From an optimization exercise on the open Yosys and OpenROAD flow, aimed at small area, a short achievable clock period and few clock cycles; shortcuts taken in it are not production practice.
In this exercise RTL edits were held to simulation tests only and were not proved equivalent to the original.
Power figures rest on the tool's default switching activity, not on a simulated workload.

==> design/flow/design.v <==
module hspap (
    input  wire        clk,
    input  wire        rst,           
    input  wire [31:0] cfg_ps,
    input  wire [31:0] cfg_ppc,
    input  wire [31:0] cfg_win,
    input  wire [31:0] cfg_wout,
    input  wire [31:0] cfg_rate,
    input  wire        cmd_valid,
    input  wire [31:0] cmd_code,
    output wire [7:0]  status,
    output wire [12:0] loop_width,
    output wire        rm_we,
    output wire        rm_bank,
    output wire [13:0] rm_addr,
    output wire [31:0] rm_wdata
);
    localparam ST_IDLE  = 2'd0;
    localparam ST_BUSY  = 2'd1;
    localparam ST_DONE  = 2'd2;
    localparam ST_ERROR = 2'd3;
    wire code_ok = (cmd_code[31:2] == 30'd0) && (cmd_code[1] ^ cmd_code[0]);
    wire ppc_hi0 = (cfg_ppc[31:4] == 28'd0);
    wire p1 = ppc_hi0 && (cfg_ppc[3:0] == 4'd1);
    wire p2 = ppc_hi0 && (cfg_ppc[3:0] == 4'd2);
    wire p4 = ppc_hi0 && (cfg_ppc[3:0] == 4'd4);
    wire p8 = ppc_hi0 && (cfg_ppc[3:0] == 4'd8);
    wire ppc_ok = p1 | p2 | p4 | p8;
    wire ps_ok = (cfg_ps[31:5] == 27'd0) && (cfg_ps[4:0] != 5'd0) &&
                 (!cfg_ps[4] || (cfg_ps[3:0] == 4'd0));
    wire w_ok = (cfg_win != 32'd0) && (cfg_wout != 32'd0);
    wire r_ok = (cfg_rate != 32'd0);
    wire q8 = cfg_ppc[3], q4 = cfg_ppc[2], q2 = cfg_ppc[1];
    wire big = (cfg_win[31:14] != 18'd0) || (cfg_wout[31:14] != 18'd0) ||
               (q8 ? ((cfg_win[13:0] > 14'd10240) || (cfg_wout[13:0] > 14'd10240))
                   : ((cfg_win[13:0] > 14'd7680)  || (cfg_wout[13:0] > 14'd7680)));
    reg [3:0] chk_code;
    always @(*) begin
        if (!code_ok)     chk_code = 4'd6;
        else if (!ppc_ok) chk_code = 4'd1;
        else if (!ps_ok)  chk_code = 4'd2;
        else if (!w_ok)   chk_code = 4'd3;
        else if (!r_ok)   chk_code = 4'd4;
        else if (big)     chk_code = 4'd5;
        else              chk_code = 4'd0;
    end
    wire        wgt  = (cfg_win[13:0] > cfg_wout[13:0]);
    wire [12:0] sw   = q8 ? {3'd0, cfg_win[13:3]} : q4 ? {2'd0, cfg_win[13:2]} : cfg_win[13:1];
    wire        rw   = q8 ? (cfg_win[2:0] != 3'd0) : q4 ? (cfg_win[1:0] != 2'd0) : cfg_win[0];
    wire [12:0] so   = q8 ? {3'd0, cfg_wout[13:3]} : q4 ? {2'd0, cfg_wout[13:2]} : cfg_wout[13:1];
    wire        ro   = q8 ? (cfg_wout[2:0] != 3'd0) : q4 ? (cfg_wout[1:0] != 2'd0) : cfg_wout[0];
    wire [12:0] cw   = sw + {12'd0, rw};
    wire [12:0] co   = so + {12'd0, ro};
    wire        q1   = !(q8 | q4 | q2);
    wire [12:0] lww  = q1 ? cfg_win[12:0]  : cw;
    wire [12:0] lwo  = q1 ? cfg_wout[12:0] : co;
    wire [12:0] lw_in = wgt ? lww : lwo;
    wire [1:0]  pk_in = {q8 | q4, q8 | q2};
    reg [1:0]  state;
    reg [3:0]  errcode;
    reg [12:0] lw;
    reg        bank;
    reg        we_r;       
    reg        sel_pa;     
    reg [12:0] cnt;        
    reg        cact;       
    reg [11:0] addr;
    reg [1:0]  pk;         
    reg [3:0]  sh;         
    reg [15:0] rl;         
    reg [13:0] rhc;        
    reg        rhf;        
    reg [15:0] frac;       
    reg [13:0] kc;
    reg        es, ep;
    reg [13:0] rem;        
    reg [2:0]  tap;
    reg [31:0] wr;
    reg [13:0] pa;
    wire busy = (state == ST_BUSY);
    wire        k0   = (kc == 14'd0);
    wire        k1   = (kc == 14'd1);
    wire        k2   = (kc == 14'd2);
    wire        zA   = es ? k1 : (k0 && !ep);
    wire        oneA = es ? k2 : ep ? k0 : k1;
    wire        emA  = zA && (rem != 14'd0);
    wire        tA   = !zA;
    wire [16:0] s1   = {1'b0, frac} + {1'b0, rl};
    wire [17:0] s2   = {2'b0, frac} + {1'b0, rl, 1'b0};
    wire        c1   = s1[16];
    wire        c2   = s2[17] | (s2[16] & ~c1);    
    wire [15:0] fA   = emA ? s1[15:0] : frac;
    wire        zE1  = c1 ? rhf : (rhc == 14'd0);   
    wire        zB   = tA ? oneA : emA ? zE1 : 1'b1;
    wire        remA1 = emA ? (rem[13:1] != 13'd0) : (rem != 14'd0);
    wire        emB  = zB && remA1;
    wire        tB   = !zB;
    wire [15:0] fB   = !emB ? fA : emA ? s2[15:0] : s1[15:0];
    wire        cI   = emA ? c2 : c1;
    reg  [13:0] kB;
    reg         esB, epB;
    always @(*) begin
        if (tA && tB) begin
            kB  = kc - (ep ? 14'd1 : 14'd2);
            esB = es;
            epB = 1'b0;
        end else if (emB) begin
            kB  = (cI & rhf) ? 14'd0 : rhc;
            esB = 1'b0;
            epB = cI & !rhf;
        end else if (emA && tB) begin
            kB  = rhc;
            esB = !c1;
            epB = 1'b0;
        end else begin
            kB  = 14'd0;
            esB = 1'b0;
            epB = 1'b0;
        end
    end
    wire [13:0] rem1 = rem - 14'd1;
    wire [13:0] rem2 = rem - 14'd2;
    wire [13:0] remB = (emA && emB) ? rem2 : (emA || emB) ? rem1 : rem;
    wire [2:0]  tap1 = tap + 3'd1;
    wire [2:0]  tap2 = tap + 3'd2;
    wire [2:0]  tapA = tA ? tap1 : tap;
    wire [2:0]  tapB = (tA && tB) ? tap2 : (tA || tB) ? tap1 : tap;
    wire [15:0] phA = frac >> sh;
    wire [15:0] phB = fA >> sh;
    reg [15:0] eA, eB;
    always @(*) begin
        case (pk)
            2'd0: begin
                eA = phA | {7'd0, emA, 8'd0};
                eB = phB | {7'd0, emB, 8'd0};
            end
            2'd1: begin
                eA = phA | {7'd0, emA, 1'b0, tapA[0], 6'd0};
                eB = phB | {7'd0, emB, 1'b0, tapB[0], 6'd0};
            end
            2'd2: begin
                eA = phA | {6'd0, emA, 1'b0, tapA[1:0], 6'd0};
                eB = phB | {6'd0, emB, 1'b0, tapB[1:0], 6'd0};
            end
            default: begin
                eA = phA | {5'd0, emA, 1'b0, tapA[2:0], 6'd0};
                eB = phB | {5'd0, emB, 1'b0, tapB[2:0], 6'd0};
            end
        endcase
    end
    wire [12:0] lwm1 = lw - 13'd1;
    reg  [12:0] cend;
    always @(*) begin
        case (pk)
            2'd0:    cend = {1'b0, lwm1[12:1]};
            2'd1:    cend = lwm1;
            2'd2:    cend = {lwm1[11:0], 1'b1};
            default: cend = {lwm1[10:0], 2'b11};
        endcase
    end
    wire        last   = (cnt == cend);
    wire        single = (pk == 2'd0) && last && lw[0];
    wire [1:0]  j = (pk == 2'd2) ? {1'b0, cnt[0]} : cnt[1:0];
    wire [15:0] eBs = single ? 16'd0 : eB;
    reg [31:0] wr_n;
    reg [13:0] pa_n;
    reg        we_n, sel_n;
    always @(*) begin
        wr_n  = wr;
        pa_n  = pa;
        we_n  = 1'b1;
        sel_n = 1'b0;
        case (pk)
            2'd0: wr_n = {eBs, eA};
            2'd1: wr_n = {16'd0, eA} | {7'd0, eB, 9'd0};
            2'd2: begin
                if (j == 2'd0) begin
                    wr_n  = {16'd0, eA} | {6'd0, eB, 10'd0};
                    we_n  = we_r;
                    sel_n = 1'b1;
                end else begin
                    wr_n = wr | {eA[11:0], 20'd0} | {eB[1:0], 30'd0};
                    pa_n = {10'd0, eA[15:12]} | eB[15:2];
                end
            end
            default: begin
                case (j)
                    2'd0: begin
                        wr_n = {16'd0, eA} | {5'd0, eB, 11'd0};
                        we_n = 1'b0;
                    end
                    2'd1: begin
                        wr_n = wr | {eA[9:0], 22'd0};
                        pa_n = {2'd0, ({6'd0, eA[15:10]} | {eB[10:0], 1'b0})};
                    end
                    2'd2: begin
                        wr_n = {({4'd0, eA} | {eB[8:0], 11'd0}), pa[11:0]};
                        pa_n = {7'd0, eB[15:9]};
                    end
                    default: begin
                        wr_n = {8'd0, {17'd0, pa[6:0]} | {6'd0, eA, 2'd0} | {eB[10:0], 13'd0}};
                    end
                endcase
            end
        endcase
    end
    assign rm_we      = we_r;
    assign rm_bank    = bank;
    assign rm_addr    = {addr, 2'b00};
    assign rm_wdata   = sel_pa ? {18'd0, pa} : wr;
    assign status     = {errcode, 2'b00, state};
    assign loop_width = lw;
    always @(posedge clk) begin
        if (rst) begin
            state   <= ST_IDLE;
            errcode <= 4'd0;
            lw      <= 13'd0;
            we_r    <= 1'b0;
        end else if (!busy) begin
            if (cmd_valid) begin
                if (chk_code != 4'd0) begin
                    state   <= ST_ERROR;
                    errcode <= chk_code;
                end else begin
                    state   <= ST_BUSY;
                    errcode <= 4'd0;
                    lw      <= lw_in;
                end
            end
        end else if (cact) begin
            we_r   <= we_n;
        end else if (pk == 2'd2 && we_r && !sel_pa) begin
            we_r   <= 1'b1;      
        end else begin
            we_r   <= 1'b0;
            state  <= ST_DONE;
        end
    end
    always @(posedge clk) begin
        frac <= busy ? fB : 16'd0;
        kc   <= busy ? kB : 14'd0;
        es   <= busy && esB;
        ep   <= busy && epB;
        rem  <= busy ? remB : cfg_wout[13:0];
        tap  <= busy ? tapB : 3'd0;
    end
    always @(posedge clk) begin
        if (!busy) begin
            bank   <= (cmd_code[1:0] == 2'd2);
            pk     <= pk_in;
            sh     <= 4'd0 - cfg_ps[3:0];
            rl     <= cfg_rate[15:0];
            rhc    <= (cfg_rate[31:30] != 2'd0) ? 14'h3fff : cfg_rate[29:16];
            rhf    <= (cfg_rate[31:16] == 16'hffff);
            cnt    <= 13'd0;
            cact   <= 1'b1;
            addr   <= 12'd0;
            sel_pa <= 1'b0;
        end else begin
            addr <= addr + {11'd0, we_r};
            if (cact) begin
                cnt    <= cnt + 13'd1;
                cact   <= !last;
                wr     <= wr_n;
                pa     <= pa_n;
                sel_pa <= sel_n;
            end else begin
                sel_pa <= 1'b1;
            end
        end
    end
endmodule
==> design/flow/flow/run.sh <==
#!/bin/bash
# Standard ORFS layout, with timing repair aimed below the clock period so
# that the achieved period (clock period less setup slack) is short, and
# small port buffers.
set -euo pipefail
export SETUP_SLACK_MARGIN=8
export BUFFER_PORTS_ARGS="-buffer_cell sky130_fd_sc_hd__buf_1"
bash standard.sh > standard_flow.log 2>&1
==> design/flow/standard.sh <==
#!/bin/bash
# synth_recipe.tcl (not shown) runs the flow's synth.tcl, then flattens the netlist and writes it again
# the make line also repeats each setting of config.mk as NAME=value (left out here)
make -C /OpenROAD-flow-scripts/flow DESIGN_CONFIG=/design/flow/config.mk WORK_HOME=/design/flow/orfs CLKGATE_MAP_FILE= SYNTH_SCRIPT=/design/flow/synth_recipe.tcl "${@:-finish}"
==> design/flow/config.mk <==
export PLATFORM = sky130hd
export DESIGN_NAME = hspap
export DESIGN_NICKNAME = hspap
export VERILOG_FILES = /design/flow/design.v
export SDC_FILE = /design/flow/constraint.sdc
export NUM_CORES = 4
export LEC_CHECK = 0
export CAP_MARGIN = 20
export CORE_MARGIN = 2
export CORE_UTILIZATION = 40
export CTS_BUF_LIST = sky130_fd_sc_hd__clkbuf_4 sky130_fd_sc_hd__clkbuf_8
export PLACE_DENSITY = 0.6
export SLEW_MARGIN = 20
==> design/flow/constraint.sdc <==
create_clock -name core_clock -period 13.0 [get_ports {clk}]
set_input_delay 2.6000 -clock core_clock [delete_from_list [all_inputs] [get_ports {clk}]]
set_output_delay 2.6000 -clock core_clock [all_outputs]
set_load 0.01 [all_outputs]
==> run notes, run 1 <==
----------------------------------------------------
[Power and ir drop]
  Combinational cell fraction of total power ... 0.599
  Switching power as a share of total power ... 0.503
  Largest voltage drop on the vdd net ... between 0.1 and 0.15 mV
  Power per standard cell area ... ~170 nW/µm²
  Net Switching ... 1520 µW
  Share of total power in the clock network ... 0.137
  Static power due to leakage ... between 0.006 and 0.007 µW
  Int Pwr ... about 1500 µW
  Sequential Power Share ... 0.264

[Clocking]
  CTS Buf Count ... 17
  Clock latency on the worst-skew pair ... roughly 530 ps
  Count of hold-fix buffers inserted at cts ... 0
  Clock buffer depth ... 2
  Clock sink total ... 179
  Number of H-tree levels ... 4
  CTS clk-pin slew, worst paths ... 110 ps
  Clock Tree Root ... sky130_fd_sc_hd__clkbuf_8
  TritonCTS clock tree ... built
  Post-CTS setup buffers ... 0

[Timing]
  Highest clock frequency the design can meet ... roughly 210 MHz
  Setup violations, final ... 0
  Crit share post-route ... 0.371
  Maximum clock skew at final layout ... slightly above 20 ps
  Final Hold Vio Count ... 0
  Slew at the pin closest to its max-slew limit ... about 1100 ps
  Relative max-transition margin ... 0.273
  Final number of max-transition violations ... 0
  Setup TNS Final ... 0 ps
  Final min period ... around 4800 ps
  Setup repair after global routing missed its margin ... no

[Synthesis]
  Mapped Area ... 16000 µm²
  Flip-flop cell with the highest count after synthesis ... sky130_fd_sc_hd__edfxtp_1
  Cell count after synthesis ... about 2000
  Warnings, synthesis ... 1
  Share of flip-flops with an asynchronous set or reset ... 0
  Flip-flop and latch count after synthesis ... approximately 180
  Cell types occupying the most area after synthesis ... sky130_fd_sc_hd__edfxtp_1 (18%), sky130_fd_sc_hd__dfxtp_1 (10%), sky130_fd_sc_hd__nand2_1 (5.1%), sky130_fd_sc_hd__ha_1 (4.7%), sky130_fd_sc_hd__o21ai_0 (4.7%)
  Sequential area share after synthesis ... 0.285
  Area fraction of the dominant cell type after synthesis ... 0.184
  Synthesized area per cell ... a little under 8 µm²
  Post-synthesis cell type count ... 95
  Leading area contributor after synthesis ... sky130_fd_sc_hd__edfxtp_1
  Number of synthesized flops with an enable pin ... about 100

[Setup path]
  Endpoint arrival time on the critical path ... approximately 5300 ps
  Maximum net fanout on the critical path ... 17
  Category of the worst setup path capture point ... flop
  Required time of the critical path ... between 10000 and 15000 ps
  CP Launch Type ... primary input
  Worst setup path class ... primary input to flop
  Minimum setup slack among reg-to-reg paths ... roughly 8300 ps

[Global route]
  Wire length of the first global-routing pass ... 88800 µm
  Antenna violations before repair ... 0
  Number of global-route vias before repair ... roughly 16000
  Total grt overflow ... 0
  Total Routing Usage GR ... 0.273
  Pin count of the biggest net entering global routing ... 64

[Die]
  Overall die area ... 41600 µm²
  Initial standard-cell utilization of the core ... 0.404
  Placement Rows ... 73
  Die Y ... between 200 and 250 µm
  Core ar. ... roughly 40000 µm²
  Horizontal die dimension ... roughly 200 µm
  I/O pin count ... around 260

[Layout]
  Final net count ... ~2400
  Proportion of layout cells with a drive suffix above 1 ... 0.0563
  Number of antenna cells inserted ... 0
  Finished layout cell area ... 17700 µm²
  Area grow syn2layout ... 10.8%

[Drt]
  Vias per inst ... slightly above 6
  Detail Route Antenna Nets ... 0
  Total routed wirelength ... around 57000 µm
  TritonRoute pass-1 iters ... 5
  Mean routed wirelength per cell ... 20.9 µm
  Vias ... 16600
  Total DRC errors in the routed layout ... 0
  Number of DRC markers after the initial detailed-route iteration ... around 1500

[Placed design]
  Routability Congestion ... roughly 0.96
  Detail Placement HPWL ... ~43000 µm
  Port buffer count ... between 200 and 300
  Cell Area, Placed ... 17300 µm²

[Run status]
  Outcome ... complete, no violations

[Worst hold path]
  Tightest Hold Check Type ... flop to flop

[Run]
  Max cap viols ... 0

----------------------------------------------------
worst max-delay path, stage by stage:
cell and delay (ps):
sky130_fd_sc_hd__buf_1 310, sky130_fd_sc_hd__inv_1 80, sky130_fd_sc_hd__ha_1 290, sky130_fd_sc_hd__nor2b_1 130, sky130_fd_sc_hd__o21a_1 160, sky130_fd_sc_hd__o21a_1 160, sky130_fd_sc_hd__o21a_1 160, sky130_fd_sc_hd__o21ai_0 140
sky130_fd_sc_hd__a21oi_1 90, sky130_fd_sc_hd__o21ai_1 150, sky130_fd_sc_hd__buf_4 300, sky130_fd_sc_hd__mux2_2 370, sky130_fd_sc_hd__a211oi_1 240, sky130_fd_sc_hd__nor3_1 70
flip-flops by register name, indices dropped and copies added (netlist names), 2 cells and up:
signal / count
pa: 14
addr: 12
tap: 3
frac: 16
kc: 14
sh: 4
cnt: 13
pk: 2
state: 2
lw: 13
rhc: 14
errcode: 3
wr: 32
rem: 14
rl: 16
path summary, 6_finish.rpt:
path                  to  cells after the start   startpoint
hold / removal     kc[9]                      2       rhc[9]
setup reg to reg  wr[21]                     11        pk[0]
hold reg to reg    kc[9]                      2       rhc[9]
setup / recovery  lw[11]                     14  cfg_wout[1]
power groups by stage:
stage	sequential [µW]	clock [µW]	combinational (µW)
after floorplan	776	0	1270
after global placement	807	0	1740
after detailed placement	811	0	1760
after CTS	798	425	1770
after global routing	811	445	1970
final	799	416	1810
stage by stage:
stage,instances,hold slack [ps],worst slack (ps),total power (µW),utilization
CTS,2725,501,8120,2990,0.447
global route,2726,526,8010,3230,0.448
detailed placement,2693,481,7250,2570,0.436
finish,2726,497,8170,3030,0.448
global placement,2693,474,7290,2540,0.436
floorplan,2023,444,8000,2050,-
area by class of cell:
cell class                      instances  area, µm²
Timing Repair Buffer                  284       1170
Clock inverter                         14        166
Inverter                               58        220
Multi-Input combinational cell       1648      10700
Tap cell                              525        657
Fill cell                            4048      21800
Sequential cell                       179       4560
Clock buffer                           18        248
synth_stat cells, types with 20 or more instances:
cell	number
sky130_fd_sc_hd__nand2_1	216
sky130_fd_sc_hd__nor2_1	187
sky130_fd_sc_hd__o21ai_0	150
sky130_fd_sc_hd__a21oi_1	136
sky130_fd_sc_hd__clkbuf_1	100
sky130_fd_sc_hd__edfxtp_1	98
sky130_fd_sc_hd__dfxtp_1	81
sky130_fd_sc_hd__mux2i_1	73
sky130_fd_sc_hd__nor4_1	65
sky130_fd_sc_hd__nor3_1	63
sky130_fd_sc_hd__ha_1	60
sky130_fd_sc_hd__inv_1	58
sky130_fd_sc_hd__xnor2_1	54
sky130_fd_sc_hd__nand3_1	49
sky130_fd_sc_hd__a211oi_1	47
sky130_fd_sc_hd__xor2_1	43
sky130_fd_sc_hd__nor2b_1	37
sky130_fd_sc_hd__or3_1	32
sky130_fd_sc_hd__and3_1	25
sky130_fd_sc_hd__nand4_1	25
sky130_fd_sc_hd__a31oi_1	23
sky130_fd_sc_hd__a21o_1	22
sky130_fd_sc_hd__o211ai_1	21
sky130_fd_sc_hd__mux2_2	20
sky130_fd_sc_hd__nand2b_1	20
logic make-up after synthesis:
group | count (synthesis) | synth area share
AO/OA/AOI/OAI | 597 | 0.246
XOR/XNOR | 97 | 0.0531
adder cells (fa/ha/maj) | 63 | 0.0507
buffers and inverters | 196 | 0.0495
flip-flops | 179 | 0.285
multiplexers | 100 | 0.0692
other | 1 | 0.000235
AND/OR/NAND/NOR | 786 | 0.245
timing repair:
| action | in CTS | in global routing |
|---|---|---|
| gates resized for setup | 2 | 3 |
| setup endpoints to repair | 10 | 8 |
| endpoints found under the hold margin | 0 | 0 |
per-layer routing:
metal | global-route usage | wire length (µm) | vias up
met2 | 0.465 | 26900 | 650
met4 | 0.0991 | 1890 | 0
met5 | 0 | 0 | -
met3 | 0.0451 | 3600 | 101
met1 | 0.346 | 24500 | 7910
li1 | - | - | 7927
placed cells by master (no fill, tap or decap), drive strengths merged, types with 9 or more instances in the layout:
cell    Yosys  final
a211o      14     14
a211oi     48     48
a21o       22     22
a21oi     138    138
a221oi     11     11
a311oi      9      9
a31oi      23     23
and2       17     17
and3       25     25
buf        37    282
clkbuf    101     20
dfxtp      81     81
edfxtp     98     98
ha         60     60
inv        58     65
mux2       21     21
mux2i      73     73
nand2     216    216
nand2b     20     20
nand3      50     50
nand4      25     25
nor2      187    187
nor2b      37     37
nor3       64     64
nor4       69     69
o211ai     23     23
o21a       17     17
o21ai     154    154
o221ai     10     10
o22ai      17     17
o311ai      9      9
o31ai      17     17
or3        32     32
xnor2      54     54
xor2       43     43
Testbench counts, summed over its fixed seeds: cycles 16,847.
==> inputs of run 2 (changes only) <==
==> design/flow/flow/run.sh (replaced) <==
#!/bin/bash
# Standard ORFS layout, with timing repair aimed below the clock period so
# that the achieved period (clock period less setup slack) is short, and
# small port buffers.
set -euo pipefail
export SETUP_SLACK_MARGIN=8.5
export BUFFER_PORTS_ARGS="-buffer_cell sky130_fd_sc_hd__buf_1"
bash standard.sh > standard_flow.log 2>&1
--- a/design/flow/config.mk
+++ b/design/flow/config.mk
@@ -11,3 +11,4 @@
 export CTS_BUF_LIST = sky130_fd_sc_hd__clkbuf_4 sky130_fd_sc_hd__clkbuf_8
 export PLACE_DENSITY = 0.6
 export SLEW_MARGIN = 20
+export TNS_END_PERCENT = 0
==> run 2 against run 1 <==
Against the previous run: register-to-register slack gained 360 ps; synthesized cell count stayed put; flip-flop and latch count stayed put; maximum frequency increased by 7.8%; utilization is 1.2 points higher; worst setup slack improved by 350 ps; critical path type unchanged.
==> run notes, run 2 <==
----------------------------------------------------
[Synthesis]
  Mapped Area ... 16000 µm² (unchanged)
  Sequential area share after synthesis ... 0.285 (unchanged)
  Flip-flop cell with the highest count after synthesis ... sky130_fd_sc_hd__edfxtp_1 (unchanged)
  Leading area contributor after synthesis ... sky130_fd_sc_hd__edfxtp_1 (unchanged)
  Number of synthesized flops with an enable pin ... 98 (unchanged)
  Cell with the most instances after synthesis ... sky130_fd_sc_hd__nand2_1 (unchanged)
  Post-synthesis cell type count ... 95 (unchanged)
  Share of flip-flops with an asynchronous set or reset ... 0 (unchanged)
  Flip-flop and latch count after synthesis ... 179 (unchanged)
  Synthesized area per cell ... 7.92 µm² (unchanged)
  List of most frequent post-synthesis cells ... sky130_fd_sc_hd__nand2_1 (216), sky130_fd_sc_hd__nor2_1 (187), sky130_fd_sc_hd__o21ai_0 (150), sky130_fd_sc_hd__a21oi_1 (136), sky130_fd_sc_hd__clkbuf_1 (100) (unchanged)
  Cell types occupying the most area after synthesis ... sky130_fd_sc_hd__edfxtp_1 (18%), sky130_fd_sc_hd__dfxtp_1 (10%), sky130_fd_sc_hd__nand2_1 (5.1%), sky130_fd_sc_hd__ha_1 (4.7%), sky130_fd_sc_hd__o21ai_0 (4.7%) (unchanged)
  Cell count after synthesis ... 2019 (unchanged)
  Warnings, synthesis ... 1 (unchanged)
  Area fraction of the dominant cell type after synthesis ... 0.184 (unchanged)

[Run status]
  Outcome ... complete, no violations (unchanged)

[Drt]
  Total routed wirelength ... 58300 µm (was 56900 µm)
  Total DRC errors in the routed layout ... 0 (unchanged)
  Number of DRC markers after the initial detailed-route iteration ... 1447 (was 1513)
  Vias ... 16800 (was 16600)
  TritonRoute pass-1 iters ... 6 (was 5)
  Mean routed wirelength per cell ... 21.2 µm (was 20.9 µm)
  Vias per inst ... 6.13 (was 6.09)
  Detail Route Antenna Nets ... 0 (unchanged)

[Power and ir drop]
  Share of total power in the clock network ... 0.134 (was 0.137)
  Switching power as a share of total power ... 0.499 (was 0.503)
  Net Switching ... 1540 µW (was 1520 µW)
  Sequential Power Share ... 0.257 (was 0.264)
  Power per standard cell area ... 170 nW/µm² (was 171 nW/µm²)
  Largest voltage drop on the vdd net ... 0.131 mV (was 0.109 mV)
  Combinational cell fraction of total power ... 0.609 (was 0.599)
  Overall Power ... 3100 µW (was 3030 µW)
  Int Pwr ... 1550 µW (was 1500 µW)
  Static power due to leakage ... 0.00663 µW (was 0.00645 µW)

[Clocking]
  CTS Buf Count ... 17 (unchanged)
  CTS clk-pin slew, worst paths ... 110 ps (about the same)
  TritonCTS clock tree ... built (unchanged)
  Clock Tree Root ... sky130_fd_sc_hd__clkbuf_8 (unchanged)
  Count of hold-fix buffers inserted at cts ... 0 (unchanged)
  Clock latency on the worst-skew pair ... 530 ps (about the same)
  Clock sink total ... 179 (unchanged)
  Number of H-tree levels ... 4 (unchanged)
  Clock buffer depth ... 2 (unchanged)

[Layout]
  Area grow syn2layout ... 13.7% (was 10.8%)
  Final net count ... 2469 (was 2446)
  Number of antenna cells inserted ... 0 (unchanged)
  Most flops, register ... wr (unchanged)
  Largest registers ... wr (32), frac (16), rl (16) (unchanged)
  FILL cells ... 3981 (was 4048)
  Highest-count cells in the layout ignoring fill and taps ... sky130_fd_sc_hd__buf_1 (246), sky130_fd_sc_hd__nand2_1 (214), sky130_fd_sc_hd__nor2_1 (185), sky130_fd_sc_hd__o21ai_0 (147), sky130_fd_sc_hd__a21oi_1 (135) (was sky130_fd_sc_hd__buf_1 (256), sky130_fd_sc_hd__nand2_1 (216), sky130_fd_sc_hd__nor2_1 (186), sky130_fd_sc_hd__o21ai_0 (150), sky130_fd_sc_hd__a21oi_1 (136))
  Final core utilization ... 0.460 (was 0.448)
  Proportion of layout cells with a drive suffix above 1 ... 0.0868 (was 0.0563)
  Most frequent standard cell in the layout excluding fill and tap cells ... sky130_fd_sc_hd__buf_1 (unchanged)
  Flip-flop count of the largest register after layout ... 32 (unchanged)

[Timing]
  Slew at the pin closest to its max-slew limit ... 1050 ps (was 1090 ps)
  Setup slack after layout ... 8530 ps (was 8170 ps)
  Setup TNS Final ... 0 ps (unchanged)
  Final min period ... 4470 ps (was 4830 ps)
  Hold_ws ... 473 ps (was 497 ps)
  Crit share post-route ... 0.344 (was 0.371)
  Maximum clock skew at final layout ... 20.9 ps (was 20.2 ps)
  Highest clock frequency the design can meet ... 223 MHz (was 207 MHz)
  Setup violations, final ... 0 (unchanged)
  Relative max-transition margin ... 0.294 (was 0.273)
  Final Hold Vio Count ... 0 (unchanged)
  Final number of max-transition violations ... 0 (unchanged)
  Setup repair after global routing missed its margin ... yes (was no)

[Setup path]
  Endpoint arrival time on the critical path ... 4880 ps (was 5250 ps)
  Ordered list of cells on the worst path ... buf_4 > inv_12 > ha_4 > nor2b_1 > o21a_1 > o21a_1 > o21a_1 > o21ai_1 > a21oi_1 > o21ai_4 > buf_12 > mux2_4 > a211oi_1 > nor3_1 (was buf_1 > inv_1 > ha_1 > nor2b_1 > o21a_1 > o21a_1 > o21a_1 > o21ai_0 > a21oi_1 > o21ai_1 > buf_4 > mux2_2 > a211oi_1 > nor3_1)
  CP Launch Type ... primary input (unchanged)
  Category of the worst setup path capture point ... flop (unchanged)
  Cell type group with the largest total delay on the critical path ... compound AO/OA/AOI/OAI gates (unchanged)
  Depth of the most critical reg-to-reg path ... 14 (was 11)
  Critical Path Most Common Cell ... sky130_fd_sc_hd__o21a_1 (unchanged)
  Slowest Stage Delay on Critical Path ... 290 ps (was 370 ps)
  Crit path max-delay cell type ... sky130_fd_sc_hd__mux2_4 (was sky130_fd_sc_hd__mux2_2)
  Maximum net fanout on the critical path ... 6 (was 17)
  Required time of the critical path ... 13400 ps (was 13420 ps)
  Worst setup path class ... primary input to flop (unchanged)
  Logic depth of the worst path, buffers included ... 14 (unchanged)
  Number of buffers and inverters on the critical path ... 3 (unchanged)

[Worst hold path]
  Tightest Hold Check Type ... flop to flop (unchanged)
  Worst hold path cell count ... 2 (unchanged)

[Placed design]
  Worst slack at placement ... 7140 ps (was 7250 ps)
  Routability Congestion ... 0.974 (was 0.963)
  Port buffer count ... 258 (unchanged)
  Detail Placement HPWL ... 42900 µm (was 42700 µm)

[Die]
  Core ar. ... 39500 µm² (unchanged)
  Die Y ... 204 µm (unchanged)
  Overall die area ... 41600 µm² (unchanged)
  I/O pin count ... 264 (unchanged)
  Initial standard-cell utilization of the core ... 0.404 (unchanged)
  Horizontal die dimension ... 204 µm (unchanged)
  Placement Rows ... 73 (unchanged)

[Global route]
  Antenna violations before repair ... 0 (unchanged)
  Number of global-route vias before repair ... 15800 (was 15700)
  Total Routing Usage GR ... 0.275 (was 0.273)
  Pin count of the biggest net entering global routing ... 69 (was 64)
  Total grt overflow ... 0 (unchanged)
  Wire length of the first global-routing pass ... 89100 µm (was 88800 µm)

[Run]
  Max cap viols ... 0 (unchanged)

----------------------------------------------------
## run 2: cell counts after synthesis
Identical to the previous run, type by type.
## run 2: area by class of cell
class	instances	area [µm²]	share of cell area
multi-input combinational	1649	10900	0.600
tap	525	657	0.0361
sequential	179	4560	0.251
clock inverter	15	174	0.00957
clock buffer	17	234	0.0129
timing repair inverter	1	5.00	0.000275
timing repair buffer	305	1400	0.0772
inverter	58	236	0.0130
## run 2: tightest hold or removal path, stage by stage (launching register included)
cell                      delay, ps
sky130_fd_sc_hd__dfxtp_1        320
sky130_fd_sc_hd__nand2_1         50
sky130_fd_sc_hd__a21oi_1         60
## run 2: logic make-up after synthesis
logic type      synth area share
flops                      0.285
compound gates             0.246
buf+inv                   0.0495
mux                       0.0692
fa+ha+maj                 0.0507
simple gates               0.245
xor+xnor                  0.0531
other cells             0.000235
## run 2: layer usage
metal	GRT usage	part of all wire
met1	0.344	0.42
met2	0.469	0.48
met3	0.0510	0.069
met4	0.103	0.031
met5	0	0
## run 2: stage by stage
step	area [µm²]	std cells
after floorplan	16100	2023
after global placement	17300	2696
after detailed placement	17300	2696
after CTS	17900	2734
after global routing	18200	2749
final	18200	2749
## run 2: power groups by stage
stage / logic [µW] / clock network [µW] / registers (µW)
2_1_floorplan: 1270 / 0 / 776
3_3_place_gp: 1740 / 0 / 805
3_5_place_dp: 1760 / 0 / 808
4_1_cts: 1770 / 423 / 795
5_1_grt: 2050 / 441 / 806
6_report: 1890 / 414 / 797
## run 2: what timing repair did
| action | in CTS | in global routing |
|---|---|---|
| buffers inserted | 5 | 14 |
| pin swaps | 3 | 9 |
| cloned | 1 | 1 |
| endpoints found under the setup margin | 22 | 49 |
| gates resized for setup | 15 | 52 |
## run 2: path summary, 6_finish.rpt
kind                                   end  slack [ps]         from
worst max register to register      wr[19]        8620        rl[0]
worst min-delay path            errcode[0]         470   errcode[0]
worst min register to register  errcode[0]         470   errcode[0]
worst max-delay path                lw[11]        8530  cfg_wout[1]
==> inputs of run 3 (changes only) <==
==> design/flow/flow/run.sh (replaced) <==
#!/bin/bash
# Standard ORFS layout, with timing repair aimed below the clock period so
# that the achieved period (clock period less setup slack) is short, and
# small port buffers.
set -euo pipefail
export SETUP_SLACK_MARGIN=8.7
export BUFFER_PORTS_ARGS="-buffer_cell sky130_fd_sc_hd__buf_1"
bash standard.sh > standard_flow.log 2>&1
--- a/design/flow/config.mk
+++ b/design/flow/config.mk
@@ -11,4 +11,3 @@
 export CTS_BUF_LIST = sky130_fd_sc_hd__clkbuf_4 sky130_fd_sc_hd__clkbuf_8
 export PLACE_DENSITY = 0.6
 export SLEW_MARGIN = 20
-export TNS_END_PERCENT = 0
==> run 3 against run 2 <==
Against the previous run: flip-flop and latch count did not move; largest cell class unchanged; still clean on timing, DRC and antenna; total power is 3.0% higher; hold slack gained 1.8 ps; die area is the same.
==> run notes, run 3 <==
----------------------------------------------------
[Synthesis]
  List of most frequent post-synthesis cells ... sky130_fd_sc_hd__nand2_1 (216), sky130_fd_sc_hd__nor2_1 (187), sky130_fd_sc_hd__o21ai_0 (150), sky130_fd_sc_hd__a21oi_1 (136), sky130_fd_sc_hd__clkbuf_1 (100) (unchanged)
  Area fraction of the dominant cell type after synthesis ... 0.184 (unchanged)
  Flip-flop and latch count after synthesis ... 179 (unchanged)
  Share of flip-flops with an asynchronous set or reset ... 0 (unchanged)
  Mapped Area ... 16000 µm² (unchanged)
  Flip-flop cell with the highest count after synthesis ... sky130_fd_sc_hd__edfxtp_1 (unchanged)
  Sequential area share after synthesis ... 0.285 (unchanged)
  Warnings, synthesis ... 1 (unchanged)
  Post-synthesis cell type count ... 95 (unchanged)
  Cell count after synthesis ... 2019 (unchanged)
  Cell types occupying the most area after synthesis ... sky130_fd_sc_hd__edfxtp_1 (18%), sky130_fd_sc_hd__dfxtp_1 (10%), sky130_fd_sc_hd__nand2_1 (5.1%), sky130_fd_sc_hd__ha_1 (4.7%), sky130_fd_sc_hd__o21ai_0 (4.7%) (unchanged)
  Number of synthesized flops with an enable pin ... 98 (unchanged)
  Leading area contributor after synthesis ... sky130_fd_sc_hd__edfxtp_1 (unchanged)
  Synthesized area per cell ... 7.92 µm² (unchanged)
  Cell with the most instances after synthesis ... sky130_fd_sc_hd__nand2_1 (unchanged)

[Drt]
  Vias per inst ... 6.19 (was 6.13)
  Number of DRC markers after the initial detailed-route iteration ... 1709 (was 1447)
  Vias ... 17200 (was 16800)
  Detail Route Antenna Nets ... 0 (unchanged)
  Total DRC errors in the routed layout ... 0 (unchanged)
  TritonRoute pass-1 iters ... 6 (unchanged)
  Mean routed wirelength per cell ... 22.0 µm (was 21.2 µm)
  Total routed wirelength ... 61100 µm (was 58300 µm)

[Timing]
  Final number of max-transition violations ... 0 (unchanged)
  Slew at the pin closest to its max-slew limit ... 1060 ps (was 1050 ps)
  Setup violations, final ... 0 (unchanged)
  Setup TNS Final ... 0 ps (unchanged)
  Final Hold Vio Count ... 0 (unchanged)
  Relative max-transition margin ... 0.293 (was 0.294)
  Final min period ... 4300 ps (was 4470 ps)
  Setup repair after global routing missed its margin ... yes (unchanged)
  Maximum clock skew at final layout ... 23.0 ps (was 20.9 ps)
  Hold_ws ... 475 ps (was 473 ps)
  Crit share post-route ... 0.331 (was 0.344)
  Highest clock frequency the design can meet ... 233 MHz (was 223 MHz)

[Setup path]
  CP Launch Type ... primary input (unchanged)
  Worst setup path class ... primary input to flop (unchanged)
  Maximum net fanout on the critical path ... 7 (was 6)
  Required time of the critical path ... 13440 ps (was 13400 ps)
  Endpoint arrival time on the critical path ... 4740 ps (was 4880 ps)
  Category of the worst setup path capture point ... flop (unchanged)

[Die]
  Core ar. ... 39500 µm² (unchanged)
  Horizontal die dimension ... 204 µm (unchanged)
  Initial standard-cell utilization of the core ... 0.404 (unchanged)
  Die Y ... 204 µm (unchanged)
  Placement Rows ... 73 (unchanged)
  I/O pin count ... 264 (unchanged)
  Overall die area ... 41600 µm² (unchanged)

[Run status]
  Outcome ... complete, no violations (unchanged)

[Layout]
  Largest registers ... wr (32), frac (16), rl (16) (unchanged)
  FILL cells ... 3875 (was 3981)
  Most flops, register ... wr (unchanged)
  Proportion of layout cells with a drive suffix above 1 ... 0.125 (was 0.0868)
  Most frequent standard cell in the layout excluding fill and tap cells ... sky130_fd_sc_hd__buf_1 (unchanged)
  Flip-flop count of the largest register after layout ... 32 (unchanged)
  Final net count ... 2498 (was 2469)
  Highest-count cells in the layout ignoring fill and taps ... sky130_fd_sc_hd__buf_1 (229), sky130_fd_sc_hd__nand2_1 (212), sky130_fd_sc_hd__nor2_1 (183), sky130_fd_sc_hd__o21ai_0 (140), sky130_fd_sc_hd__a21oi_1 (129) (was sky130_fd_sc_hd__buf_1 (246), sky130_fd_sc_hd__nand2_1 (214), sky130_fd_sc_hd__nor2_1 (185), sky130_fd_sc_hd__o21ai_0 (147), sky130_fd_sc_hd__a21oi_1 (135))
  Area grow syn2layout ... 18.2% (was 13.7%)
  Finished layout cell area ... 18900 µm² (was 18200 µm²)

[Global route]
  Pin count of the biggest net entering global routing ... 72 (was 69)
  Total grt overflow ... 0 (unchanged)
  Antenna violations before repair ... 2 (was 0)
  Number of global-route vias before repair ... 16000 (was 15800)
  Wire length of the first global-routing pass ... 92000 µm (was 89100 µm)
  Total Routing Usage GR ... 0.284 (was 0.275)

[Clocking]
  CTS Buf Count ... 17 (unchanged)
  Clock sink total ... 179 (unchanged)
  Clock buffer depth ... 2 (unchanged)
  Clock Tree Root ... sky130_fd_sc_hd__clkbuf_8 (unchanged)
  CTS clk-pin slew, worst paths ... 110 ps (about the same)
  Clock latency on the worst-skew pair ... 540 ps (was 530 ps)
  TritonCTS clock tree ... built (unchanged)
  Count of hold-fix buffers inserted at cts ... 0 (unchanged)
  Number of H-tree levels ... 4 (unchanged)

[Run]
  Max cap viols ... 0 (unchanged)

[Placed design]
  Cell Area, Placed ... 17300 µm² (about the same)
  Port buffer count ... 258 (unchanged)
  Routability Congestion ... 0.950 (was 0.974)
  Detail Placement HPWL ... 43600 µm (was 42900 µm)

[Power and ir drop]
  Largest voltage drop on the vdd net ... 0.128 mV (was 0.131 mV)
  Power per standard cell area ... 169 nW/µm² (was 170 nW/µm²)
  Static power due to leakage ... 0.00698 µW (was 0.00663 µW)

[Worst hold path]
  Tightest Hold Check Type ... flop to flop (unchanged)

----------------------------------------------------
-- run 3: where the power goes --
| part | total [µW] | switching [µW] | internal (µW) |
|---|---|---|---|
| combinational | 1960 | 1250 | 713 |
| clock | 422 | 242 | 180 |
| sequential | 802 | 99.0 | 703 |
-- run 3: critical path, stage by stage --
cell and delay, ps:
sky130_fd_sc_hd__clkbuf_4 160, sky130_fd_sc_hd__inv_1 70, sky130_fd_sc_hd__ha_1 310, sky130_fd_sc_hd__and3_4 190
sky130_fd_sc_hd__a221oi_2 290, sky130_fd_sc_hd__o21ai_2 120, sky130_fd_sc_hd__o21ai_4 250, sky130_fd_sc_hd__buf_6 150
sky130_fd_sc_hd__mux2_4 300, sky130_fd_sc_hd__a211oi_2 220, sky130_fd_sc_hd__nor3_1 70
-- run 3: repair_timing --
item / CTS / global route
pin swaps: 14 / 41
gates cloned: 4 / 5
buffers inserted: 16 / 28
gates resized for setup: 73 / 87
endpoints found under the setup margin: 66 / 68
-- run 3: final cells by class --
cell class	instances	area, µm²	area share
timing repair buffer	333	1850	0.0981
tap	525	657	0.0348
timing repair inverter	1	5.00	0.000265
multi-input combinational	1650	11200	0.591
antenna	1	2.50	0.000132
clock inverter	14	168	0.00887
inverter	58	236	0.0125
clock buffer	18	241	0.0128
sequential	179	4570	0.242
-- run 3: worst paths after layout --
| check | startpoint | endpoint | slack, ps | cells past startpoint |
|---|---|---|---|---|
| setup / recovery | cfg_wout[9] | lw[11] | 8700 | 11 |
| hold / removal | rhc[9] | kc[9] | 470 | 2 |
| setup reg to reg | rl[0] | pa[9] | 8800 | 15 |
| hold reg to reg | rhc[9] | kc[9] | 470 | 2 |
-- run 3: cells by family after synthesis --
kind of cell	count (synthesis)	share of synthesized area
buffers and inverters	196	0.0495
AND/OR/NAND/NOR	786	0.245
flip-flops	179	0.285
multiplexers	100	0.0692
AO/OA/AOI/OAI	597	0.246
other	1	0.000235
adder cells (fa/ha/maj)	63	0.0507
XOR/XNOR	97	0.0531
-- run 3: per-stage QoR --
step	total power [µW]	instances	setup slack, ps	utilization
2_1_floorplan	2050	2023	8330	-
3_3_place_gp	2550	2692	7300	0.438
3_5_place_dp	2570	2692	7270	0.438
4_1_cts	3070	2744	8590	0.459
5_1_grt	3370	2779	8630	0.478
6_report	3190	2779	8700	0.478
-- run 3: metal layers --
metal	global-route usage	part of all wire	wire length (µm)
met5	0	0	0
met3	0.0454	0.077	4680
met4	0.123	0.048	2900
met1	0.357	0.40	24400
met2	0.482	0.48	29100
==> inputs of run 4 (changes only) <==
==> design/flow/flow/run.sh (replaced) <==
#!/bin/bash
# Standard ORFS layout, with timing repair aimed below the clock period so
# that the achieved period (clock period less setup slack) is short, and
# small port buffers.
set -euo pipefail
export SETUP_SLACK_MARGIN=8.5
export BUFFER_PORTS_ARGS="-buffer_cell sky130_fd_sc_hd__buf_1"
bash standard.sh > standard_flow.log 2>&1
--- a/design/flow/config.mk
+++ b/design/flow/config.mk
@@ -9,5 +9,5 @@
 export CORE_MARGIN = 2
 export CORE_UTILIZATION = 40
 export CTS_BUF_LIST = sky130_fd_sc_hd__clkbuf_4 sky130_fd_sc_hd__clkbuf_8
-export PLACE_DENSITY = 0.6
+export PLACE_DENSITY = 0.7
 export SLEW_MARGIN = 20
==> run 4 against run 3 <==
Against the previous run: highest routed layer unchanged; total power down 1.6%; via count down 1.0%; register-to-register slack worse by 240 ps; die area unchanged; first-iteration DRC count up 5.3%; global-route usage down 1.5 points; clock power about the same; hold slack worse by 8.1 ps; maximum frequency down 3.1%; cell area down 3.9%.
==> run notes, run 4 <==
----------------------------------------------------
[Run status]
  Outcome ... complete, no violations (unchanged)

[Setup path]
  Worst setup path class ... flop to flop (was primary input to flop)
  Worst reg2reg path endpoint ... wr[13] (was pa[9])
  Minimum setup slack among reg-to-reg paths ... 8560 ps (was 8800 ps)
  Required time of the critical path ... 13220 ps (was 13440 ps)
  R2R Path Start ... rem[1] (was rl[0])
  Category of the worst setup path capture point ... flop (unchanged)
  Endpoint arrival time on the critical path ... 4650 ps (was 4740 ps)
  CP Launch Type ... flop (was primary input)
  Maximum net fanout on the critical path ... 34 (was 7)
  Depth of the most critical reg-to-reg path ... 14 (was 15)

[Timing]
  Setup violations, final ... 0 (unchanged)
  Final min period ... 4440 ps (was 4300 ps)
  Crit share post-route ... 0.341 (was 0.331)
  Setup repair after global routing missed its margin ... yes (unchanged)
  Relative max-transition margin ... 0.235 (was 0.293)
  Setup TNS Final ... 0 ps (unchanged)
  Final Hold Vio Count ... 0 (unchanged)
  Highest clock frequency the design can meet ... 225 MHz (was 233 MHz)
  Slew at the pin closest to its max-slew limit ... 1150 ps (was 1060 ps)
  Final number of max-transition violations ... 0 (unchanged)
  Maximum clock skew at final layout ... 23.0 ps (about the same)

[Layout]
  Final net count ... 2465 (was 2498)
  Largest registers ... wr (32), frac (16), rl (16) (unchanged)
  Area grow syn2layout ... 13.6% (was 18.2%)
  Most flops, register ... wr (unchanged)
  Highest-count cells in the layout ignoring fill and taps ... sky130_fd_sc_hd__buf_1 (243), sky130_fd_sc_hd__nand2_1 (213), sky130_fd_sc_hd__nor2_1 (186), sky130_fd_sc_hd__o21ai_0 (144), sky130_fd_sc_hd__a21oi_1 (134) (was sky130_fd_sc_hd__buf_1 (229), sky130_fd_sc_hd__nand2_1 (212), sky130_fd_sc_hd__nor2_1 (183), sky130_fd_sc_hd__o21ai_0 (140), sky130_fd_sc_hd__a21oi_1 (129))
  Flip-flop count of the largest register after layout ... 32 (unchanged)
  Proportion of layout cells with a drive suffix above 1 ... 0.0878 (was 0.125)
  Most frequent standard cell in the layout excluding fill and tap cells ... sky130_fd_sc_hd__buf_1 (unchanged)
  Finished layout cell area ... 18200 µm² (was 18900 µm²)

[Placed design]
  Port buffer count ... 258 (unchanged)
  Detail Placement HPWL ... 42300 µm (was 43600 µm)
  Routability Congestion ... 0.962 (was 0.950)
  Cell Area, Placed ... 17300 µm² (about the same)

[Global route]
  Pin count of the biggest net entering global routing ... 59 (was 72)
  Total grt overflow ... 0 (unchanged)
  Busiest grt layer ... met2 (unchanged)
  Met1 Resource Use GR ... 0.333 (was 0.357)
  Number of global-route vias before repair ... 16100 (was 16000)
  Total Routing Usage GR ... 0.270 (was 0.284)
  Wire length of the first global-routing pass ... 88200 µm (was 92000 µm)
  Met3 routing resource usage after global routing ... 0.0438 (was 0.0454)
  Antenna violations before repair ... 1 (was 2)
  Met2 capacity usage during global routing ... 0.452 (was 0.482)

[Drt]
  Mean routed wirelength per cell ... 21.1 µm (was 22.0 µm)
  Number of DRC markers after the initial detailed-route iteration ... 1799 (was 1709)
  Total routed wirelength ... 58000 µm (was 61100 µm)
  Detail Route Antenna Nets ... 0 (unchanged)
  Total DRC errors in the routed layout ... 0 (unchanged)
  Vias ... 17000 (was 17200)
  TritonRoute pass-1 iters ... 6 (unchanged)
  Vias per inst ... 6.20 (was 6.19)

[Synthesis]
  List of most frequent post-synthesis cells ... sky130_fd_sc_hd__nand2_1 (216), sky130_fd_sc_hd__nor2_1 (187), sky130_fd_sc_hd__o21ai_0 (150), sky130_fd_sc_hd__a21oi_1 (136), sky130_fd_sc_hd__clkbuf_1 (100) (unchanged)
  Combinational family with the most area after synthesis ... compound AO/OA/AOI/OAI gates (unchanged)
  Sequential area share after synthesis ... 0.285 (unchanged)
  Flip-flop and latch count after synthesis ... 179 (unchanged)
  Mapped Area ... 16000 µm² (unchanged)
  Share of flip-flops with an asynchronous set or reset ... 0 (unchanged)
  Synth Area in Adders ... 0.0507 (unchanged)
  Share of the synthesized area in compound gates (AO/OA/AOI/OAI) ... 0.246 (unchanged)
  Cell with the most instances after synthesis ... sky130_fd_sc_hd__nand2_1 (unchanged)
  Simple-Gate Fraction of Synth Area ... 0.245 (unchanged)
  Number of synthesized flops with an enable pin ... 98 (unchanged)
  Proportion of synthesized area in mux cells ... 0.0692 (unchanged)
  Warnings, synthesis ... 1 (unchanged)
  Cell types occupying the most area after synthesis ... sky130_fd_sc_hd__edfxtp_1 (18%), sky130_fd_sc_hd__dfxtp_1 (10%), sky130_fd_sc_hd__nand2_1 (5.1%), sky130_fd_sc_hd__ha_1 (4.7%), sky130_fd_sc_hd__o21ai_0 (4.7%) (unchanged)
  Post-synthesis cell type count ... 95 (unchanged)
  Cell count after synthesis ... 2019 (unchanged)
  Flip-flop cell with the highest count after synthesis ... sky130_fd_sc_hd__edfxtp_1 (unchanged)
  Leading area contributor after synthesis ... sky130_fd_sc_hd__edfxtp_1 (unchanged)
  Area fraction of the dominant cell type after synthesis ... 0.184 (unchanged)
  Synthesized area per cell ... 7.92 µm² (unchanged)
  Synth Area in XOR/XNOR ... 0.0531 (unchanged)

[Clocking]
  Clock buffer depth ... 2 (unchanged)
  Clock Tree Root ... sky130_fd_sc_hd__clkbuf_8 (unchanged)
  CTS clk-pin slew, worst paths ... 100 ps (was 110 ps)
  Number of H-tree levels ... 4 (unchanged)
  Clock latency on the worst-skew pair ... 540 ps (about the same)
  TritonCTS clock tree ... built (unchanged)
  Clock sink total ... 179 (unchanged)
  CTS Buf Count ... 17 (unchanged)
  Count of hold-fix buffers inserted at cts ... 0 (unchanged)

[Die]
  Die Y ... 204 µm (unchanged)
  Initial standard-cell utilization of the core ... 0.404 (unchanged)
  Core ar. ... 39500 µm² (unchanged)
  Placement Rows ... 73 (unchanged)
  I/O pin count ... 264 (unchanged)
  Overall die area ... 41600 µm² (unchanged)
  Horizontal die dimension ... 204 µm (unchanged)

[Worst hold path]
  Hold-critical path endpoint ... errcode[0] (was kc[9])
  Critical hold path startpoint ... errcode[0] (was rhc[9])
  Worst hold path cell count ... 2 (unchanged)
  Tightest Hold Check Type ... flop to flop (unchanged)

[Power and ir drop]
  Net Switching ... 1560 µW (was 1590 µW)
  Combinational cell fraction of total power ... 0.611 (was 0.616)
  Share of total power in the clock network ... 0.134 (was 0.132)
  Switching power as a share of total power ... 0.499 (about the same)
  Static power due to leakage ... 0.00662 µW (was 0.00698 µW)
  Overall Power ... 3140 µW (was 3190 µW)
  Int Pwr ... 1570 µW (was 1600 µW)
  Power per standard cell area ... 173 nW/µm² (was 169 nW/µm²)
  Largest voltage drop on the vdd net ... 0.189 mV (was 0.128 mV)
  Sequential Power Share ... 0.255 (was 0.251)

[Run]
  Max cap viols ... 0 (unchanged)

----------------------------------------------------
[run 4: cell counts after synthesis]
Identical to the previous run, type by type.
[run 4: how the worst max path moves through the flow]
stage	from	end	slack [ps]	cells past startpoint
2_1_floorplan	cfg_wout[1]	lw[2]	8330	14
3_3_place_gp	cfg_wout[1]	lw[11]	7320	13
3_5_place_dp	cfg_wout[1]	lw[11]	7210	13
4_1_cts	cfg_win[1]	lw[11]	8500	13
5_1_grt	rl[0]	wr[13]	8440	14
6_report	rem[1]	wr[13]	8560	14
[run 4: layout make-up]
| type | instances | area [µm²] |
|---|---|---|
| timing repair inverter | 1 | 5.00 |
| sequential | 179 | 4570 |
| clock inverter | 15 | 178 |
| antenna | 1 | 2.50 |
| fill | 3883 | 21400 |
| clock buffer | 17 | 234 |
| tap | 525 | 657 |
| multi-input combinational | 1650 | 10900 |
| inverter | 58 | 236 |
| timing repair buffer | 300 | 1350 |
[run 4: worst max-delay path: stages, from the launching register on]
cell,delay [ps]
sky130_fd_sc_hd__edfxtp_1,430
sky130_fd_sc_hd__inv_1,120
sky130_fd_sc_hd__ha_1,220
sky130_fd_sc_hd__nor2b_1,360
sky130_fd_sc_hd__and4_1,450
sky130_fd_sc_hd__nor3_4,60
sky130_fd_sc_hd__buf_4,290
sky130_fd_sc_hd__a31oi_1,390
sky130_fd_sc_hd__mux2i_1,170
sky130_fd_sc_hd__a32oi_1,200
sky130_fd_sc_hd__o31ai_1,90
sky130_fd_sc_hd__or4b_1,650
sky130_fd_sc_hd__nor2_1,310
sky130_fd_sc_hd__o21a_1,180
sky130_fd_sc_hd__o21ai_0,170
[run 4: kinds of logic after synthesis]
logic type	after synthesis
and+or+nand+nor	786
AOI/OAI and AO/OA	597
buffers and inverters	196
DFF	179
muxes	100
xor gates and xnor gates	97
adders and majority gates	63
other	1
[run 4: per-stage QoR]
step | setup slack [ps] | utilization | hold WS (ps) | instances
floorplan | 8330 | - | 444 | 2023
global placement | 7320 | 0.438 | 454 | 2694
detailed placement | 7210 | 0.438 | 457 | 2694
CTS | 8500 | 0.453 | 471 | 2734
global route | 8440 | 0.459 | 507 | 2746
finish | 8560 | 0.459 | 467 | 2746
[run 4: routing by layer]
metal | vias to the layer above | share of wire
met5 | - | 0
met4 | 0 | 0.050
met3 | 160 | 0.075
met2 | 879 | 0.47
met1 | 8023 | 0.41
li1 | 7956 | -
[run 4: timing repair]
item,CTS,global route
buffers inserted,7,9
cloned,1,2
resized for setup,14,51
endpoints found under the setup margin,31,33
pin swaps,4,9
[run 4: power groups by stage]
stage	logic [µW]	clock network (µW)	registers [µW]
detailed placement	1750	0	808
global placement	1720	0	804
finish	1920	420	799
global route	2050	446	807
CTS	1820	429	795
floorplan	1280	0	776
==> inputs of run 5 (changes only) <==
--- a/design/flow/config.mk
+++ b/design/flow/config.mk
@@ -9,5 +9,5 @@
 export CORE_MARGIN = 2
 export CORE_UTILIZATION = 40
 export CTS_BUF_LIST = sky130_fd_sc_hd__clkbuf_4 sky130_fd_sc_hd__clkbuf_8
-export PLACE_DENSITY = 0.7
+export PLACE_DENSITY = 0.5
 export SLEW_MARGIN = 20
==> run 5 against run 4 <==
Against the previous run: cell area up 1.8%; global-route usage grew 2.4 points; sequential share of layout area fell by 0.43 points.
==> run notes, run 5 <==
----------------------------------------------------
[Synthesis]
  Cell count after synthesis ... 2019 (unchanged)
  Area fraction of the dominant cell type after synthesis ... 0.184 (unchanged)
  Leading area contributor after synthesis ... sky130_fd_sc_hd__edfxtp_1 (unchanged)
  Number of synthesized flops with an enable pin ... 98 (unchanged)
  Mapped Area ... 16000 µm² (unchanged)
  Cell with the most instances after synthesis ... sky130_fd_sc_hd__nand2_1 (unchanged)
  Flip-flop and latch count after synthesis ... 179 (unchanged)
  Flip-flop cell with the highest count after synthesis ... sky130_fd_sc_hd__edfxtp_1 (unchanged)
  Share of flip-flops with an asynchronous set or reset ... 0 (unchanged)
  Post-synthesis cell type count ... 95 (unchanged)
  List of most frequent post-synthesis cells ... sky130_fd_sc_hd__nand2_1 (216), sky130_fd_sc_hd__nor2_1 (187), sky130_fd_sc_hd__o21ai_0 (150), sky130_fd_sc_hd__a21oi_1 (136), sky130_fd_sc_hd__clkbuf_1 (100) (unchanged)
  Sequential area share after synthesis ... 0.285 (unchanged)
  Cell types occupying the most area after synthesis ... sky130_fd_sc_hd__edfxtp_1 (18%), sky130_fd_sc_hd__dfxtp_1 (10%), sky130_fd_sc_hd__nand2_1 (5.1%), sky130_fd_sc_hd__ha_1 (4.7%), sky130_fd_sc_hd__o21ai_0 (4.7%) (unchanged)
  Synthesized area per cell ... 7.92 µm² (unchanged)
  Warnings, synthesis ... 1 (unchanged)

[Timing]
  Setup slack after layout ... 8540 ps (was 8560 ps)
  Relative max-transition margin ... 0.296 (was 0.235)
  Setup repair after global routing missed its margin ... yes (unchanged)
  Highest clock frequency the design can meet ... 224 MHz (was 225 MHz)
  Final min period ... 4460 ps (was 4440 ps)
  Hold_ws ... 495 ps (was 467 ps)
  Setup TNS Final ... 0 ps (unchanged)
  Setup violations, final ... 0 (unchanged)
  Final Hold Vio Count ... 0 (unchanged)
  Crit share post-route ... 0.343 (was 0.341)
  Slew at the pin closest to its max-slew limit ... 1050 ps (was 1150 ps)
  Final number of max-transition violations ... 0 (unchanged)
  Maximum clock skew at final layout ... 25.4 ps (was 23.0 ps)

[Clocking]
  Number of H-tree levels ... 4 (unchanged)
  TritonCTS clock tree ... built (unchanged)
  CTS Buf Count ... 17 (unchanged)
  Clock buffer depth ... 2 (unchanged)
  Count of hold-fix buffers inserted at cts ... 0 (unchanged)
  Clock sink total ... 179 (unchanged)
  CTS clk-pin slew, worst paths ... 110 ps (was 100 ps)
  Clock latency on the worst-skew pair ... 540 ps (about the same)
  Clock Tree Root ... sky130_fd_sc_hd__clkbuf_8 (unchanged)

[Die]
  I/O pin count ... 264 (unchanged)
  Die Y ... 204 µm (unchanged)
  Horizontal die dimension ... 204 µm (unchanged)
  Initial standard-cell utilization of the core ... 0.404 (unchanged)
  Overall die area ... 41600 µm² (unchanged)
  Placement Rows ... 73 (unchanged)
  Core ar. ... 39500 µm² (unchanged)

[Layout]
  Largest registers ... wr (32), frac (16), rl (16) (unchanged)
  Most frequent standard cell in the layout excluding fill and tap cells ... sky130_fd_sc_hd__buf_1 (unchanged)
  Most flops, register ... wr (unchanged)
  Final net count ... 2479 (was 2465)
  FILL cells ... 4048 (was 3883)
  Flip-flop count of the largest register after layout ... 32 (unchanged)
  Proportion of layout cells with a drive suffix above 1 ... 0.103 (was 0.0878)
  Area grow syn2layout ... 15.6% (was 13.6%)
  Finished layout cell area ... 18500 µm² (was 18200 µm²)
  Highest-count cells in the layout ignoring fill and taps ... sky130_fd_sc_hd__buf_1 (242), sky130_fd_sc_hd__nand2_1 (213), sky130_fd_sc_hd__nor2_1 (182), sky130_fd_sc_hd__o21ai_0 (141), sky130_fd_sc_hd__a21oi_1 (132) (was sky130_fd_sc_hd__buf_1 (243), sky130_fd_sc_hd__nand2_1 (213), sky130_fd_sc_hd__nor2_1 (186), sky130_fd_sc_hd__o21ai_0 (144), sky130_fd_sc_hd__a21oi_1 (134))

[Setup path]
  Worst setup path class ... primary input to flop (was flop to flop)
  Crit path max-delay cell type ... sky130_fd_sc_hd__nand4_1 (was sky130_fd_sc_hd__or4b_1)
  Cell type group with the largest total delay on the critical path ... simple AND/OR/NAND/NOR gates (unchanged)
  Number of buffers and inverters on the critical path ... 3 (was 2)
  Maximum net fanout on the critical path ... 14 (was 34)
  Worst setup path end ... lw[9] (was wr[13])
  R2R Path Start ... rl[0] (was rem[1])
  Category of the worst setup path capture point ... flop (unchanged)
  CP Launch Type ... primary input (was flop)
  Required time of the critical path ... 13420 ps (was 13220 ps)
  Endpoint arrival time on the critical path ... 4890 ps (was 4650 ps)
  Minimum setup slack among reg-to-reg paths ... 8670 ps (was 8560 ps)
  CP Launch Point ... cfg_ppc[3] (was rem[1])
  Ordered list of cells on the worst path ... buf_2 > buf_12 > nand2b_1 > o21ai_2 > nand2b_4 > nor3_4 > nand4_1 > buf_4 > nor2_2 > xor2_1 > nor2_1 > a211o_1 > a21oi_1 > a211oi_2 (was inv_1 > ha_1 > nor2b_1 > and4_1 > nor3_4 > buf_4 > a31oi_1 > mux2i_1 > a32oi_1 > o31ai_1 > or4b_1 > nor2_1 > o21a_1 > o21ai_0)
  Slowest Stage Delay on Critical Path ... 240 ps (was 650 ps)
  Logic depth of the worst path, buffers included ... 14 (unchanged)
  Worst reg2reg path endpoint ... wr[26] (was wr[13])
  Depth of the most critical reg-to-reg path ... 15 (was 14)

[Power and ir drop]
  Switching power as a share of total power ... 0.509 (was 0.499)
  Share of total power in the clock network ... 0.132 (was 0.134)
  Combinational cell fraction of total power ... 0.615 (was 0.611)
  Int Pwr ... 1560 µW (was 1570 µW)
  Static power due to leakage ... 0.00674 µW (was 0.00662 µW)
  Sequential Power Share ... 0.253 (was 0.255)
  Net Switching ... 1620 µW (was 1560 µW)
  Power per standard cell area ... 172 nW/µm² (was 173 nW/µm²)
  Largest voltage drop on the vdd net ... 0.105 mV (was 0.189 mV)

[Drt]
  Total DRC errors in the routed layout ... 0 (unchanged)
  Number of DRC markers after the initial detailed-route iteration ... 1547 (was 1799)
  Detail Route Antenna Nets ... 0 (unchanged)
  TritonRoute pass-1 iters ... 7 (was 6)
  Vias ... 16900 (was 17000)
  Mean routed wirelength per cell ... 22.6 µm (was 21.1 µm)
  Total routed wirelength ... 62400 µm (was 58000 µm)
  Vias per inst ... 6.11 (was 6.20)

[Placed design]
  Cell Area, Placed ... 17300 µm² (about the same)
  Detail Placement HPWL ... 45500 µm (was 42300 µm)
  Port buffer count ... 258 (unchanged)
  Routability Congestion ... 0.917 (was 0.962)
  Worst slack at placement ... 7160 ps (was 7210 ps)

[Global route]
  Wire length of the first global-routing pass ... 94400 µm (was 88200 µm)
  Total grt overflow ... 0 (unchanged)
  Number of global-route vias before repair ... 16000 (was 16100)
  Pin count of the biggest net entering global routing ... 60 (was 59)
  Antenna violations before repair ... 2 (was 1)
  Total Routing Usage GR ... 0.293 (was 0.270)

[Run]
  Max cap viols ... 0 (unchanged)

[Run status]
  Outcome ... complete, no violations (unchanged)

[Worst hold path]
  Tightest Hold Check Type ... flop to flop (unchanged)

----------------------------------------------------
-- run 5: layout make-up --
cell class | instances | area, µm² | area share
flip-flops and latches | 179 | 4570 | 0.247
clock inverters | 15 | 190 | 0.0103
inverters | 58 | 239 | 0.0129
clock buffers | 17 | 234 | 0.0127
repair buffers | 313 | 1550 | 0.0837
diodes | 1 | 2.50 | 0.000135
well taps | 525 | 657 | 0.0355
multi-input cells | 1651 | 11000 | 0.597
repair inverters | 1 | 7.51 | 0.000406
-- run 5: layer usage --
metal,wire [µm],track usage
met5,14,0
met4,2110,0.107
met3,3780,0.0413
met2,29200,0.488
met1,27300,0.387
-- run 5: timing repair --
item	in CTS	in global routing
pin swaps	7	14
setup endpoints to repair	47	40
buffers inserted	13	13
hold endpoints to repair	0	0
gates resized for setup	24	74
cloned	2	5
-- run 5: power by group through the flow --
| stage | logic, µW | registers (µW) | clock network (µW) |
|---|---|---|---|
| finish | 1960 | 805 | 420 |
| global route | 2120 | 816 | 450 |
| CTS | 1880 | 802 | 431 |
| detailed placement | 1790 | 815 | 0 |
| global placement | 1780 | 814 | 0 |
| floorplan | 1280 | 776 | 0 |
-- run 5: per-stage QoR --
step,power [µW],utilization,std cells
after floorplan,2050,-,2023
after global placement,2600,0.438,2693
after detailed placement,2600,0.438,2693
after CTS,3110,0.456,2740
after global routing,3390,0.467,2760
final,3180,0.467,2760
-- run 5: worst register-to-register path: stages (launching register included) --
cell and delay (ps):
sky130_fd_sc_hd__edfxtp_1 490, sky130_fd_sc_hd__ha_1 260, sky130_fd_sc_hd__inv_1 70, sky130_fd_sc_hd__fa_1 420, sky130_fd_sc_hd__nor2b_2 220, sky130_fd_sc_hd__o31a_1 210
sky130_fd_sc_hd__o21a_1 180, sky130_fd_sc_hd__o311ai_1 200, sky130_fd_sc_hd__mux4_2 600, sky130_fd_sc_hd__a22o_1 290, sky130_fd_sc_hd__a21oi_1 140, sky130_fd_sc_hd__nand4_1 90
sky130_fd_sc_hd__buf_4 170, sky130_fd_sc_hd__or2_2 360, sky130_fd_sc_hd__o211ai_1 190, sky130_fd_sc_hd__o211ai_1 160
-- run 5: how the worst min path moves through the flow --
stage	slack, ps	to	depth (start not counted)	start
floorplan	440	kc[0]	2	rhc[0]
global placement	460	kc[10]	2	rhc[10]
detailed placement	470	kc[7]	1	rhc[7]
CTS	500	kc[11]	2	rhc[11]
global route	530	kc[8]	2	rhc[8]
finish	490	kc[7]	1	rhc[7]
-- run 5: cell families after synthesis --
group                      count (synthesis)  synth area share
AOI/OAI and AO/OA                        597             0.246
xor gates and xnor gates                  97            0.0531
adders and majority gates                 63            0.0507
buffers and inverters                    196            0.0495
DFF                                      179             0.285
muxes                                    100            0.0692
other                                      1          0.000235
and+or+nand+nor                          786             0.245

-- separate check: timing with driven ports --
In the flow no input, the clock included, has a driving cell. The finished layouts below were timed again as built, in two steps.
Step 1 (the two cells are an assumption about what drives the block):
set clk [get_ports {clk}]
set_driving_cell -lib_cell sky130_fd_sc_hd__clkbuf_16 $clk
set_driving_cell -lib_cell sky130_fd_sc_hd__buf_2 [delete_from_list [all_inputs] $clk]
Step 2 also shifts input and output timing later by t, the mid clock arrival at the registers, as if the neighbouring blocks saw the same clock.
Three values: ideal, step 1, step 2; two values: the first two.
run	t (ns)	slack for setup (ns)	worst setup path at the end	cell pins on the clock port's net
run 1	0.568	8.174 / 8.200 / 7.632	input to register	1
run 2	0.575	8.526 / 8.551 / 7.976	input to register	1
run 3	0.583	8.700 / 8.693 / 8.109	input to register	1
run 4	0.583	8.564 / 8.564 / 8.012	input to register	1
run 5	0.583	8.535 / 8.571 / 7.988	input to register	1
After both steps setup and hold are still met in every run listed. The setup slack of run 3, which loses most, moves by -0.007 ns with the drivers and by -0.591 ns with both steps.
